This is an optimization exercise on Yosys and OpenROAD, whose aim is small area, a short achievable clock period and few clock cycles, not a production implementation. The RTL was checked by simulation tests, not by an equivalence proof against the original design. Power figures rest on the tool's default switching activity, not on a simulated workload.

<file path="flow/config.mk">
export PLATFORM = sky130hd
export DESIGN_NAME = od_client
export DESIGN_NICKNAME = od_client
export VERILOG_FILES = /design/flow/design.v
export SDC_FILE = /design/flow/constraint.sdc
export NUM_CORES = 4
export LEC_CHECK = 0
export CAP_MARGIN = 20
export CORE_MARGIN = 2
export CORE_UTILIZATION = 40
export SLEW_MARGIN = 20
</file>
<file path="flow/constraint.sdc">
create_clock -name core_clock -period 5.0 [get_ports {clk}]
set_input_delay 1.0000 -clock core_clock [delete_from_list [all_inputs] [get_ports {clk}]]
set_output_delay 1.0000 -clock core_clock [all_outputs]
set_load 0.01 [all_outputs]
</file>
<file path="flow/run.sh">
#!/bin/bash
# synth_recipe.tcl (not shown) runs the flow's synth.tcl, then flattens the netlist and writes it again
# the make line also repeats each setting of config.mk as NAME=value (left out here)
make -C /OpenROAD-flow-scripts/flow DESIGN_CONFIG=/design/flow/config.mk WORK_HOME=/design/flow/orfs CLKGATE_MAP_FILE= SYNTH_SCRIPT=/design/flow/synth_recipe.tcl finish
</file>
<file path="flow/design.v">
module crc16_serial (
    input  wire        clk,
    input  wire        rst,
    input  wire        init,     
    input  wire        start,    
    input  wire [7:0]  din,
    output wire        busy,
    output reg  [15:0] crc
);
    localparam [15:0] CRC_POLY = 16'h1021;
    localparam [15:0] CRC_INIT = 16'h0000;
    reg [7:0] shreg;
    reg [3:0] cnt;
    assign busy = (cnt != 4'd0);
    wire        fb      = crc[15] ^ shreg[7];
    wire [15:0] crc_nxt = {crc[14:0], 1'b0} ^ (fb ? CRC_POLY : 16'h0000);
    always @(posedge clk) begin
        if (rst) begin
            crc   <= CRC_INIT;
            shreg <= 8'h00;
            cnt   <= 4'd0;
        end else if (init) begin
            crc   <= CRC_INIT;
            cnt   <= 4'd0;
        end else if (busy) begin
            crc   <= crc_nxt;
            shreg <= {shreg[6:0], 1'b0};
            cnt   <= cnt - 4'd1;
        end else if (start) begin
            shreg <= din;
            cnt   <= 4'd8;
        end
    end
endmodule
module od_client (
    input  wire        clk,
    input  wire        rst,
    input  wire        cmd_valid,
    output wire        cmd_ready,
    input  wire        cmd_write,
    input  wire [15:0] cmd_idx,
    input  wire [7:0]  cmd_sub,
    input  wire [2:0]  cmd_wid,
    input  wire        cmd_sgn,
    input  wire [31:0] cmd_val,
    input  wire [31:0] cmd_tmo,
    output wire        tx_valid,
    output wire [7:0]  tx_data,
    output wire        tx_last,
    input  wire        tx_ready,
    input  wire        txr_valid,
    input  wire        txr_ok,
    output wire        txr_ready,
    input  wire        rx_valid,
    input  wire [7:0]  rx_data,
    output wire        rx_ready,
    input  wire        tick,
    output reg         res_valid,
    output reg  [3:0]  res_kind,
    output reg  [2:0]  res_cause,
    output reg  [31:0] res_info,
    output reg  [31:0] res_val,
    input  wire        res_ready
);
    localparam [7:0] START    = 8'h7E;
    localparam [7:0] ESC      = 8'h7D;
    localparam [7:0] OP_READ  = 8'h01;
    localparam [7:0] OP_WRITE = 8'h02;
    localparam [3:0] K_OK = 4'd0, K_FRAME = 4'd1, K_TIMEOUT = 4'd2,
                     K_PROTO = 4'd3, K_DEVICE = 4'd4, K_WRFAIL = 4'd9,
                     K_CMD = 4'd10;
    localparam [2:0] FE_MARKER = 3'd1, FE_TRUNC = 3'd2, FE_CRC = 3'd4;
    localparam [2:0] PE_OPCODE = 3'd1, PE_SHAPE = 3'd2, PE_WIDTH = 3'd3;
    localparam [2:0] CE_OPERAND = 3'd3;
    localparam [2:0] S_IDLE = 3'd0, S_TXBODY = 3'd1, S_TXCRCL = 3'd2,
                     S_TXCRCH = 3'd3, S_TXDRAIN = 3'd4, S_TXR = 3'd5,
                     S_WAIT = 3'd6;
    reg [2:0]  state;
    reg        wr;
    reg [15:0] idx;
    reg [7:0]  sub;
    reg [2:0]  wid;
    reg        sgn;
    reg [31:0] val;
    reg [31:0] tmr;
    reg [3:0]  k;            
    reg        in_body;      
    reg        escf;
    reg        rxany;
    reg [8:0]  n;            
    reg [7:0]  opc;
    reg [7:0]  len;
    reg [31:0] abt;
    reg [31:0] raw;
    reg [7:0]  rcrc_lo;
    localparam [1:0] O_EMPTY = 2'd0, O_ESC = 2'd1, O_BYTE = 2'd2;
    reg [1:0] ost;
    reg [7:0] obyte;
    reg       olast;
    wire      out_empty = (ost == O_EMPTY);
    assign tx_valid = !out_empty;
    assign tx_data  = (ost == O_ESC) ? ESC : obyte;
    assign tx_last  = (ost == O_BYTE) && olast;
    function is_reserved(input [7:0] b);
        is_reserved = (b == START) || (b == ESC);
    endfunction
    wire [7:0] req_op  = wr ? OP_WRITE : OP_READ;
    wire [7:0] req_len = wr ? (8'd3 + {5'd0, wid}) : 8'd3;
    wire [3:0] body_n  = req_len[3:0] + 4'd2;
    reg  [7:0] body_byte;
    always @(*) begin
        case (k)
        4'd0:    body_byte = req_op;
        4'd1:    body_byte = req_len;
        4'd2:    body_byte = idx[7:0];
        4'd3:    body_byte = idx[15:8];
        4'd4:    body_byte = sub;
        4'd5:    body_byte = val[7:0];
        4'd6:    body_byte = val[15:8];
        4'd7:    body_byte = val[23:16];
        default: body_byte = val[31:24];
        endcase
    end
    wire        crc_busy;
    wire [15:0] crc;
    reg         crc_init;
    reg         crc_start;
    reg  [7:0]  crc_din;
    crc16_serial u_crc (
        .clk(clk), .rst(rst), .init(crc_init), .start(crc_start),
        .din(crc_din), .busy(crc_busy), .crc(crc)
    );
    assign cmd_ready = (state == S_IDLE) && !res_valid;
    assign txr_ready = (state == S_TXR);
    assign rx_ready  = (state == S_WAIT) && !crc_busy;
    wire cmd_take = cmd_valid && cmd_ready;
    wire cmd_bad  = !((cmd_wid == 3'd1) || (cmd_wid == 3'd2) || (cmd_wid == 3'd4)) ||
                    (cmd_tmo == 32'd0);
    wire tx_push  = (state == S_TXBODY) && out_empty && !crc_busy;
    wire rx_take  = rx_valid && rx_ready;
    wire       rx_content = in_body && (escf || (rx_data != ESC));
    wire       rx_in_body = (n < 9'd2) || (n < ({1'b0, len} + 9'd2));
    wire       rx_is_body = rx_content && rx_in_body;
    wire       rx_crc_hi  = rx_content && !rx_in_body && (n == ({1'b0, len} + 9'd3));
    wire [8:0] p          = n - 9'd2;     
    always @(*) begin
        crc_init  = 1'b0;
        crc_start = 1'b0;
        crc_din   = body_byte;
        if (cmd_take) begin
            crc_init = 1'b1;
        end else if (tx_push) begin
            crc_start = 1'b1;
        end else if (rx_take) begin
            crc_din = rx_data;
            if (!in_body) crc_init = 1'b1;
            else if (rx_is_body) crc_start = 1'b1;
        end
    end
    reg [31:0] read_val;
    always @(*) begin
        case (wid)
        3'd1:    read_val = {{24{sgn & raw[7]}},  raw[7:0]};
        3'd2:    read_val = {{16{sgn & raw[15]}}, raw[15:0]};
        default: read_val = raw;
        endcase
    end
    task finish(input [3:0] kind, input [2:0] cause, input [31:0] info,
                input [31:0] value);
        begin
            res_valid <= 1'b1;
            res_kind  <= kind;
            res_cause <= cause;
            res_info  <= info;
            res_val   <= value;
            state     <= S_IDLE;
        end
    endtask
    always @(posedge clk) begin
        if (rst) begin
            state     <= S_IDLE;
            wr        <= 1'b0;
            idx       <= 16'd0;
            sub       <= 8'd0;
            wid       <= 3'd0;
            sgn       <= 1'b0;
            val       <= 32'd0;
            tmr       <= 32'd0;
            k         <= 4'd0;
            in_body   <= 1'b0;
            escf      <= 1'b0;
            rxany     <= 1'b0;
            n         <= 9'd0;
            opc       <= 8'd0;
            len       <= 8'd0;
            abt       <= 32'd0;
            raw       <= 32'd0;
            rcrc_lo   <= 8'd0;
            ost       <= O_EMPTY;
            obyte     <= 8'd0;
            olast     <= 1'b0;
            res_valid <= 1'b0;
            res_kind  <= 4'd0;
            res_cause <= 3'd0;
            res_info  <= 32'd0;
            res_val   <= 32'd0;
        end else begin
            if (res_valid && res_ready) res_valid <= 1'b0;
            if (tx_valid && tx_ready) begin
                if (ost == O_ESC) ost <= O_BYTE;
                else              ost <= O_EMPTY;
            end
            case (state)
            S_IDLE: begin
                if (cmd_take) begin
                    if (cmd_bad) begin
                        finish(K_CMD, CE_OPERAND, 32'd0, 32'd0);
                    end else begin
                        wr    <= cmd_write;
                        idx   <= cmd_idx;
                        sub   <= cmd_sub;
                        wid   <= cmd_wid;
                        sgn   <= cmd_sgn;
                        val   <= cmd_val;
                        tmr   <= cmd_tmo;
                        k     <= 4'd0;
                        ost   <= O_BYTE;         
                        obyte <= START;
                        olast <= 1'b0;
                        state <= S_TXBODY;
                    end
                end
            end
            S_TXBODY: begin
                if (tx_push) begin
                    ost   <= is_reserved(body_byte) ? O_ESC : O_BYTE;
                    obyte <= body_byte;
                    olast <= 1'b0;
                    k     <= k + 4'd1;
                    if (k == body_n - 4'd1) state <= S_TXCRCL;
                end
            end
            S_TXCRCL: begin
                if (out_empty && !crc_busy) begin
                    ost   <= is_reserved(crc[7:0]) ? O_ESC : O_BYTE;
                    obyte <= crc[7:0];
                    olast <= 1'b0;
                    state <= S_TXCRCH;
                end
            end
            S_TXCRCH: begin
                if (out_empty) begin
                    ost   <= is_reserved(crc[15:8]) ? O_ESC : O_BYTE;
                    obyte <= crc[15:8];
                    olast <= 1'b1;
                    state <= S_TXDRAIN;
                end
            end
            S_TXDRAIN: begin
                if (out_empty) state <= S_TXR;
            end
            S_TXR: begin
                if (txr_valid) begin
                    if (txr_ok) begin
                        in_body <= 1'b0;
                        escf    <= 1'b0;
                        rxany   <= 1'b0;
                        n       <= 9'd0;
                        state   <= S_WAIT;
                    end else begin
                        finish(K_WRFAIL, 3'd0, 32'd0, 32'd0);
                    end
                end
            end
            S_WAIT: begin
                if (rx_take) begin
                    rxany <= 1'b1;
                    if (!in_body) begin
                        if (rx_data == START) begin
                            in_body <= 1'b1;
                            n       <= 9'd0;
                            escf    <= 1'b0;
                        end else begin
                            finish(K_FRAME, FE_MARKER, 32'd0, 32'd0);
                        end
                    end else begin
                        if (escf) escf <= 1'b0;
                        else if (rx_data == ESC) escf <= 1'b1;
                        if (rx_content) begin
                            n <= n + 9'd1;
                            if (n == 9'd0) opc <= rx_data;
                            if (n == 9'd1) len <= rx_data;
                            if (rx_is_body && n >= 9'd2) begin
                                case (p)
                                9'd0: abt[7:0]   <= rx_data;
                                9'd1: abt[15:8]  <= rx_data;
                                9'd2: abt[23:16] <= rx_data;
                                9'd3: abt[31:24] <= rx_data;
                                9'd4: raw[7:0]   <= rx_data;
                                9'd5: raw[15:8]  <= rx_data;
                                9'd6: raw[23:16] <= rx_data;
                                9'd7: raw[31:24] <= rx_data;
                                default: ;
                                endcase
                            end
                            if (!rx_is_body && !rx_crc_hi) rcrc_lo <= rx_data;
                            if (rx_crc_hi) begin
                                if (crc != {rx_data, rcrc_lo})
                                    finish(K_FRAME, FE_CRC, 32'd0, 32'd0);
                                else if (opc != req_op)
                                    finish(K_PROTO, PE_OPCODE, 32'd0, 32'd0);
                                else if (len < 8'd4)
                                    finish(K_PROTO, PE_SHAPE, 32'd0, 32'd0);
                                else if (abt != 32'd0)
                                    finish(K_DEVICE, 3'd0, abt, 32'd0);
                                else if (wr && len != 8'd4)
                                    finish(K_PROTO, PE_SHAPE, 32'd0, 32'd0);
                                else if (!wr && (len - 8'd4) != {5'd0, wid})
                                    finish(K_PROTO, PE_WIDTH, 32'd0, 32'd0);
                                else
                                    finish(K_OK, 3'd0, 32'd0, wr ? 32'd0 : read_val);
                            end
                        end
                    end
                end else if (tick) begin
                    tmr <= tmr - 32'd1;
                    if (tmr == 32'd1) begin
                        if (rxany) finish(K_FRAME, FE_TRUNC, 32'd0, 32'd0);
                        else       finish(K_TIMEOUT, 3'd0, 32'd0, 32'd0);
                    end
                end
            end
            default: state <= S_IDLE;
            endcase
        end
    end
endmodule
</file>
==> run notes <==
power by group:
group          switching, mW  internal (mW)  total (mW)
clock network           1.03           1.43        2.46
registers              0.196           2.68        2.88
logic                   1.49          0.881        2.38
total                   2.72           4.99        7.71
final timing paths:
path / from / endpoint
worst max-delay path: rx_data[2] / res_info[5]
worst min-delay path: val[7] / val[7]
worst max register to register: len[3] / res_info[5]
worst min register to register: val[7] / val[7]
kinds of logic (layout without fill, tap and decap cells):
group,after synthesis,after routing,share of synthesized area (%)
adders and majority gates,32,32,2.56
buffers and inverters,161,315,4.83
and+or+nand+nor,810,810,24.0
AOI/OAI and AO/OA,374,374,15.1
other,0,3,0
xor gates and xnor gates,57,57,3.19
DFF,311,311,39.8
muxes,164,164,10.6
per-stage QoR:
step,util (%),instance area [um2]
after global placement,46.2,17900
final,49.1,19000
after floorplan,-,15600
after CTS,49.0,18900
after detailed placement,46.2,17900
after global routing,49.1,19000
final cells by class:
class                   count  area (um2)
inverters                  24        90.1
repair buffers            229        2220
diodes                      3        7.51
multi-input cells        1437        8680
flip-flops and latches    311        6230
well taps                 518         648
fillers                  3754       19700
clock buffers              51        1030
clock inverters            11        70.1
state kept, by name, indices dropped and copies added (netlist names), 9 cells and up:
signal / flops
abt: 32
tmr: 32
val: 32
u_crc.crc: 16
raw: 32
idx: 16
n: 9
res_val: 32
res_info: 32
worst max-delay path: cells and delay by family:
family | cells | cell delay (ns)
buf+inv | 3 | 1.14
simple gates | 5 | 1.39
compound gates | 1 | 0.29
mux | 1 | 0.24
metal layers:
| metal | share of wire, % | wire (um) |
|---|---|---|
| met5 | 0 | 0 |
| met4 | 2.9 | 1360 |
| met3 | 5.8 | 2750 |
| met2 | 47 | 22100 |
| met1 | 44 | 20900 |
placed cells by master, fill, tap and decap left out, types with 7 or more instances in the layout:
cell             instances
nand2_1                385
dfxtp_1                311
clkdlybuf4s50_1        193
nor2_1                 185
mux2i_1                157
a21oi_1                149
o21ai_0                 72
xnor2_1                 46
nand3_1                 39
clkbuf_16               36
nor4_1                  33
buf_4                   33
nor3_1                  32
ha_1                    32
inv_1                   21
a211oi_1                21
nand4_1                 20
nand2b_1                20
or3_1                   14
a31oi_1                 14
o211ai_1                14
a22oi_1                 12
xor2_1                  11
and3_1                  10
nor2b_1                  9
clkinv_2                 9
clkbuf_1                 8
or4_1                    7
mux2_2                   7
clkbuf_8                 7
==> flow_summary.yaml <==
detailed_routing:
  drt-total-wl_um: 47100
  vias_per_cell: 5.48
  vias: 14200
  wl_per_cell_um: 18.2
  ant_nets: 0
  drc: 0
  first_iter_violations: 1032
  drt-pass1-iter-count: 6
global_routing:
  first_global_vias: 13600
  grt_max_degree: 120
  antenna_found_initial: 3
  track_usage_pct: 22.7
  met3_usage_pct: 3.79
  grt_util_met2_pct: 38.0
  globalRouteMet1Util_pct: 29.8
  busiest_layer: "met2"
  grt_pass1_wl_um: 75000
  grt-ovfl-total: 0
sta:
  maxSlewHeadroom_pct: 30.8
  min_period_over_period_pct: 73.9
  fin_worst_skew_ns: 0.0191
  max_freq_mhz: 271
  period_minus_slack_ns: 3.70
  rsz0062_at_grt: "false"
  hold_slack_ns: 0.453
  worst_pin_slew_ns: 1.04
  slew_violations: 0
  hold_viol_final: 0
  setup_tns_ns: 0
  finalWorstSetupSlack_ns: 1.30
  setup_violations: 0
outcome:
  status: "complete, no violations"
logic_synthesis:
  synth_area_leaders: "dfxtp_1 40%, mux2i_1 10%, nand2_1 9.2%, a21oi_1 4.8%, nor2_1 4.4%"
  synthTopCellsByCount: "385 x nand2_1, 311 x dfxtp_1, 185 x nor2_1"
  synth_ff_type: "dfxtp_1"
  synth-async-reset-ratio_pct: 0
  ys_warn_count: 2
  ys_seq_area_share_pct: 39.8
  synth_edf_count: 0
  syn-cell-area_um2: 15600
  synth.distinct_cells: 84
  synth_top_area_share_pct: 39.8
  avgSynthCellArea_um2: 8.19
  ys_seq_elements: 311
  synth_top_area_cell: "dfxtp_1"
  synth_nets: 2051
  yosysMostFrequentCell: "nand2_1"
  netlist_instances: 1909
clock_tree:
  clockRootBuffer: "clkbuf_16"
  htree_num_levels: 2
  ctsLongestPathBuffers: 3
  post_cts_resized: 0
  clk_pin_slew_ns: 0.06
  clkLatencyLatePin_ns: 0.52
  ctsHoldBuffers: 0
  cts_tree: "yes"
  cts_setup_buffers: 0
  cts_buffers: 35
  cts.sinks: 311
pwr:
  total_power_mw: 7.71
  power.density_nw_per_um2: 407
  leakagePower_nw: 7.00
  peakVddDrop_uv: 249
setup_path:
  crit_slowest_cell: "or4_1"
  timing.critical_path.cells: "clkdlybuf4s50_1 > buf_4 > and4_1 > nand4b_1 > nand4_1 > or4_1 > nand3b_2 > a21oi_4 > buf_12 > mux2i_1"
  setup.worst_path.class: "primary input to flip-flop"
  worst_ep_arrival_time_ns: 4.13
  worst-path-max-fanout: 58
  r2r_cells: 12
  cp-start-kind: "primary input"
  slowest_delay_ns: 0.56
  worstPathRequired_ns: 5.44
  reg2reg_slack_ns: 1.34
  worst_setup_path_end_kind: "flip-flop"
layout:
  finalNonFillerCells: 2584
  nets: 2180
  synthToLayoutAreaGrowth_pct: 21.3
  drive_gt1_share_pct: 6.59
die:
  initial_core_util_pct: 40.4
  core_area_um2: 38600
  std_cell_rows: 72
  dieArea_um2: 40700
  die_w_um: 202
  die_h_um: 202
  boundaryPins: 195
placed_design:
  io_buffers: 194
  place_hpwl_um: 33200
  dpl.cell_count: 2518
  dp_slack_ns: 0.820
  gp_congestion: 0.889
job:
  max-cap-violations: 0
worst_hold_path:
  holdPathStages: 2
  hp-class: "flip-flop to flip-flop"
Testbench counts, summed over its fixed seeds: cycles 42,609.

==> static timing again, ports no longer ideal <==
The flow's constraints put no driver on any port. The routed layout listed below was extracted and timed again, unchanged, in two steps. Step 1, drivers: a clkbuf_16 drives clk and a buf_2 each remaining input, both assumed. Step 2, shift: input delay + t, output delay - t, t = (earliest + latest rising clock arrival at the registers) / 2. This alone moves slack from input paths to output paths. a / b / c = no drivers / after step 1 / after step 2; a / b = the first two.
shift t [ns]: 0.566
slack for setup (ns): 1.303 / 1.270 / 0.751
hold slack, ns: 0.453 / 0.453 / 0.453
clock arrival spread, ns: 0.019 / 0.019
cell pins on the clock port's net: 1
After both steps this run still meets setup and hold. The setup slack of this run moves by -0.033 ns with the drivers and by -0.552 ns with both steps.
